From an optimization exercise on the open Yosys and OpenROAD flow, aimed at small area; shortcuts taken in it are not production practice. RTL that was checked went through simulation tests only; none was proved equivalent to the original. Power is estimated from default activity; no workload was simulated.

## v6
// nb_engine
module nb_engine (
    input  wire         clk,
    input  wire         rst,
    input  wire         cmd_valid,
    output wire         cmd_ready,
    input  wire [127:0] cmd_desc,
    output wire         busy,
    input  wire         src_valid,
    output wire         src_ready,
    input  wire [31:0]  src_data,
    output wire         dst_valid,
    output wire [31:0]  dst_data,
    input  wire [15:0]  cfg_wait_bound,
    input  wire         cfg_rfin_clk_low,
    output wire         bus_clk,
    output wire         bus_nrd,
    output wire         bus_start,
    output wire         bus_doe,
    output wire [7:0]   bus_dout,
    input  wire [7:0]   bus_din,
    input  wire         bus_nwait,
    output wire         irq_inhibit,
    input  wire [15:0]  owm_in,
    output wire         owm_we,
    output wire [15:0]  owm_wdata,
    output wire [1:0]   status_code,
    output wire [1:0]   status_where,
    output wire [31:0]  status_index,
    output wire [39:0]  status_addr
);
clock: 8.0 ns
lec_check: 0
cap_margin: 20
core_margin: 2
core_utilization: 60
cts_buf_list: sky130_fd_sc_hd__clkbuf_16
cts_cluster_diameter: 90
cts_cluster_size: 26
slew_margin: 20
standard.sh (not shown) runs the stock make flow with config.mk's settings and CLKGATE_MAP_FILE= SYNTH_SCRIPT=/design/flow/synth_recipe.tcl, a recipe that flattens the netlist after the stock synthesis.
==> flow/flow/run.sh <==
#!/bin/bash
# Standard layout, with the port buffers made from the smallest buffer cell,
# synthesis buffers removed before placement and non-critical cells downsized
# after global routing.
set -euo pipefail
export BUFFER_PORTS_ARGS="-buffer_cell sky130_fd_sc_hd__buf_1"
export REMOVE_ABC_BUFFERS=1
bash standard.sh > standard.log 2>&1
> inputs changed (v6 -> v7)
# v6
export LEC_CHECK = 0
export CAP_MARGIN = 20
export CORE_MARGIN = 2
export CORE_UTILIZATION = 60
export CTS_BUF_LIST = sky130_fd_sc_hd__clkbuf_16
export CTS_CLUSTER_DIAMETER = 90
export CTS_CLUSTER_SIZE = 26
export SLEW_MARGIN = 20
create_clock -name core_clock -period 8.0 [get_ports {clk}]
# v7
export LEC_CHECK = 0
export CAP_MARGIN = 20
export CORE_MARGIN = 2
export CORE_UTILIZATION = 65
export CTS_BUF_LIST = sky130_fd_sc_hd__clkbuf_8
export CTS_CLUSTER_DIAMETER = 60
export CTS_CLUSTER_SIZE = 16
export SLEW_MARGIN = 20
create_clock -name core_clock -period 8.0 [get_ports {clk}]
==> flow/flow/run.sh <==
#!/bin/bash
# Standard layout, with the port buffers made from the smallest buffer cell.
set -euo pipefail
export BUFFER_PORTS_ARGS="-buffer_cell sky130_fd_sc_hd__buf_1"
bash standard.sh > standard.log 2>&1
Notes after the runs:
- Fraction of area in registers ended up 0.19 points higher on v7 than on v6.
- v7 against v6: net switching component of the power climbed 4.1%; routed wire length moved up; count of vias placed by the detailed router rose 159.
- | final hold slack | v6 vs v7 | ≈ equal |
- The number of detailed-routing iterations run before antenna repair number comes out lower for v6 vs v7.
No run of this note included a check of the RTL's function; only the layout flow was run.

Setup of build 42:
Another version of the RTL of nb_engine (not shown whole).
Size in the first run: roughly 1100 cells after synthesis, ~250 flip-flops, about 350 I/O pins, ~11000 um2 of cells after synthesis.
Settings: LEC_CHECK=0, CAP_MARGIN=10, CORE_MARGIN=2, CORE_UTILIZATION=72, SLEW_MARGIN=10; clock period 8.0 ns.
==> flow/flow/run.sh <==
#!/bin/bash
# Standard layout, with the port buffers made from the smallest buffer cell,
# the synthesis buffers removed before placement, and a clock tree of
# clkbuf_8 leaf clusters without dummy loads.
set -euo pipefail
export BUFFER_PORTS_ARGS="-buffer_cell sky130_fd_sc_hd__buf_1"
export REMOVE_ABC_BUFFERS=1
export CTS_ARGS="-sink_clustering_enable -repair_clock_nets -dont_use_dummy_load -sink_clustering_size 16 -sink_clustering_max_diameter 60 -buf_list sky130_fd_sc_hd__clkbuf_8"
bash standard.sh > standard.log 2>&1
Changes in build 52 relative to build 42:
- swapping 72 for 65 in CORE_UTILIZATION
- swapping 10 for 20 in SLEW_MARGIN
- swapping 10 for 20 in CAP_MARGIN
==> flow/flow/run.sh <==
#!/bin/bash
# Standard layout, with the port buffers made from the smallest buffer cell,
# the synthesis buffers removed before placement, and a clock tree of
# clkbuf_4 leaf clusters without dummy loads.
set -euo pipefail
export BUFFER_PORTS_ARGS="-buffer_cell sky130_fd_sc_hd__buf_1"
export REMOVE_ABC_BUFFERS=1
export CTS_ARGS="-sink_clustering_enable -repair_clock_nets -dont_use_dummy_load -sink_clustering_size 10 -sink_clustering_max_diameter 40 -buf_list sky130_fd_sc_hd__clkbuf_4"
bash standard.sh > standard.log 2>&1
[summary]
Compared with build 42, wire length on met3 in build 52 decreased by more than 10%.
After detailed routing, build 42 needs more wire than build 52.
In the flow results for build 42 and build 52, the register-to-register slack is larger on build 52.
diff inputs: build 52 => build 80
==> flow/flow/run.sh <==
#!/bin/bash
# Standard layout, with the port buffers made from the smallest buffer cell,
# the synthesis buffers removed before placement, and a clock tree of
# clkbuf_8 leaf clusters without dummy loads.
set -euo pipefail
export BUFFER_PORTS_ARGS="-buffer_cell sky130_fd_sc_hd__buf_1"
export REMOVE_ABC_BUFFERS=1
export CTS_ARGS="-sink_clustering_enable -repair_clock_nets -dont_use_dummy_load -sink_clustering_size 18 -sink_clustering_max_diameter 55 -buf_list sky130_fd_sc_hd__clkbuf_8"
bash standard.sh > standard.log 2>&1
[summary]
Diff build 52 -> build 80: routed wire length -130 um; net switching component of the power went down 0.016 mW; maximum frequency from static timing analysis essentially unchanged; cell count moved down; post-route total power moved up.
Input changes introduced in build 30 (baseline for comparison: build 80):
diff --git a/flow/flow/run.sh b/flow/flow/run.sh
--- a/flow/flow/run.sh
+++ b/flow/flow/run.sh
@@ -7,3 +7,3 @@
 export REMOVE_ABC_BUFFERS=1
-export CTS_ARGS="-sink_clustering_enable -repair_clock_nets -dont_use_dummy_load -sink_clustering_size 18 -sink_clustering_max_diameter 55 -buf_list sky130_fd_sc_hd__clkbuf_8"
+export CTS_ARGS="-sink_clustering_enable -repair_clock_nets -dont_use_dummy_load -sink_clustering_size 16 -sink_clustering_max_diameter 60 -buf_list sky130_fd_sc_hd__clkbuf_8"
 bash standard.sh > standard.log 2>&1
### Flow results
On power density normalized to cell area, build 30 tracks build 80 almost exactly. In terms of hold buffer count at cts, build 30 and build 80 differ only marginally. Post-route worst setup slack, build 30 and build 80: larger value in build 30. Global-route wire length before repair: build 30 worse than build 80. When build 30 is set beside build 80, its routed wire length turns out to be about 0.6% larger.

## port drivers added, routing unchanged
In the flow no input, the clock included, has a driving cell. The finished layouts below were timed again as built, in two steps. Step 1 sets driving cells, clkbuf_16 on the clock port and buf_2 on the other inputs (assumed; they add their load-dependent delay and slew). Step 2 moves the port delays by t, midway between the first and last clock arrival at a register: inputs arrive t later, outputs are due t later. That takes back most of the time a late clock gives input paths. Three values: no drivers, after step 1, after step 2; two values: the first two.
run	shift t [ns]	setup WS [ns]	worst hold slack (ns)	worst setup path after step 2
v6	0.519	1.214 / 1.214 / 1.214	0.480 / 0.480 / 0.480	register to register
v7	0.571	1.137 / 1.137 / 1.137	0.481 / 0.481 / 0.481	register to register
build 42	0.551	1.170 / 1.170 / 1.170	0.467 / 0.467 / 0.467	register to register
build 52	0.635	1.274 / 1.274 / 1.274	0.453 / 0.453 / 0.453	register to register
build 80	0.559	1.264 / 1.264 / 1.264	0.463 / 0.463 / 0.463	register to register
build 30	0.561	1.285 / 1.285 / 1.285	0.464 / 0.464 / 0.464	register to register
After both steps every run listed still meets setup and hold.
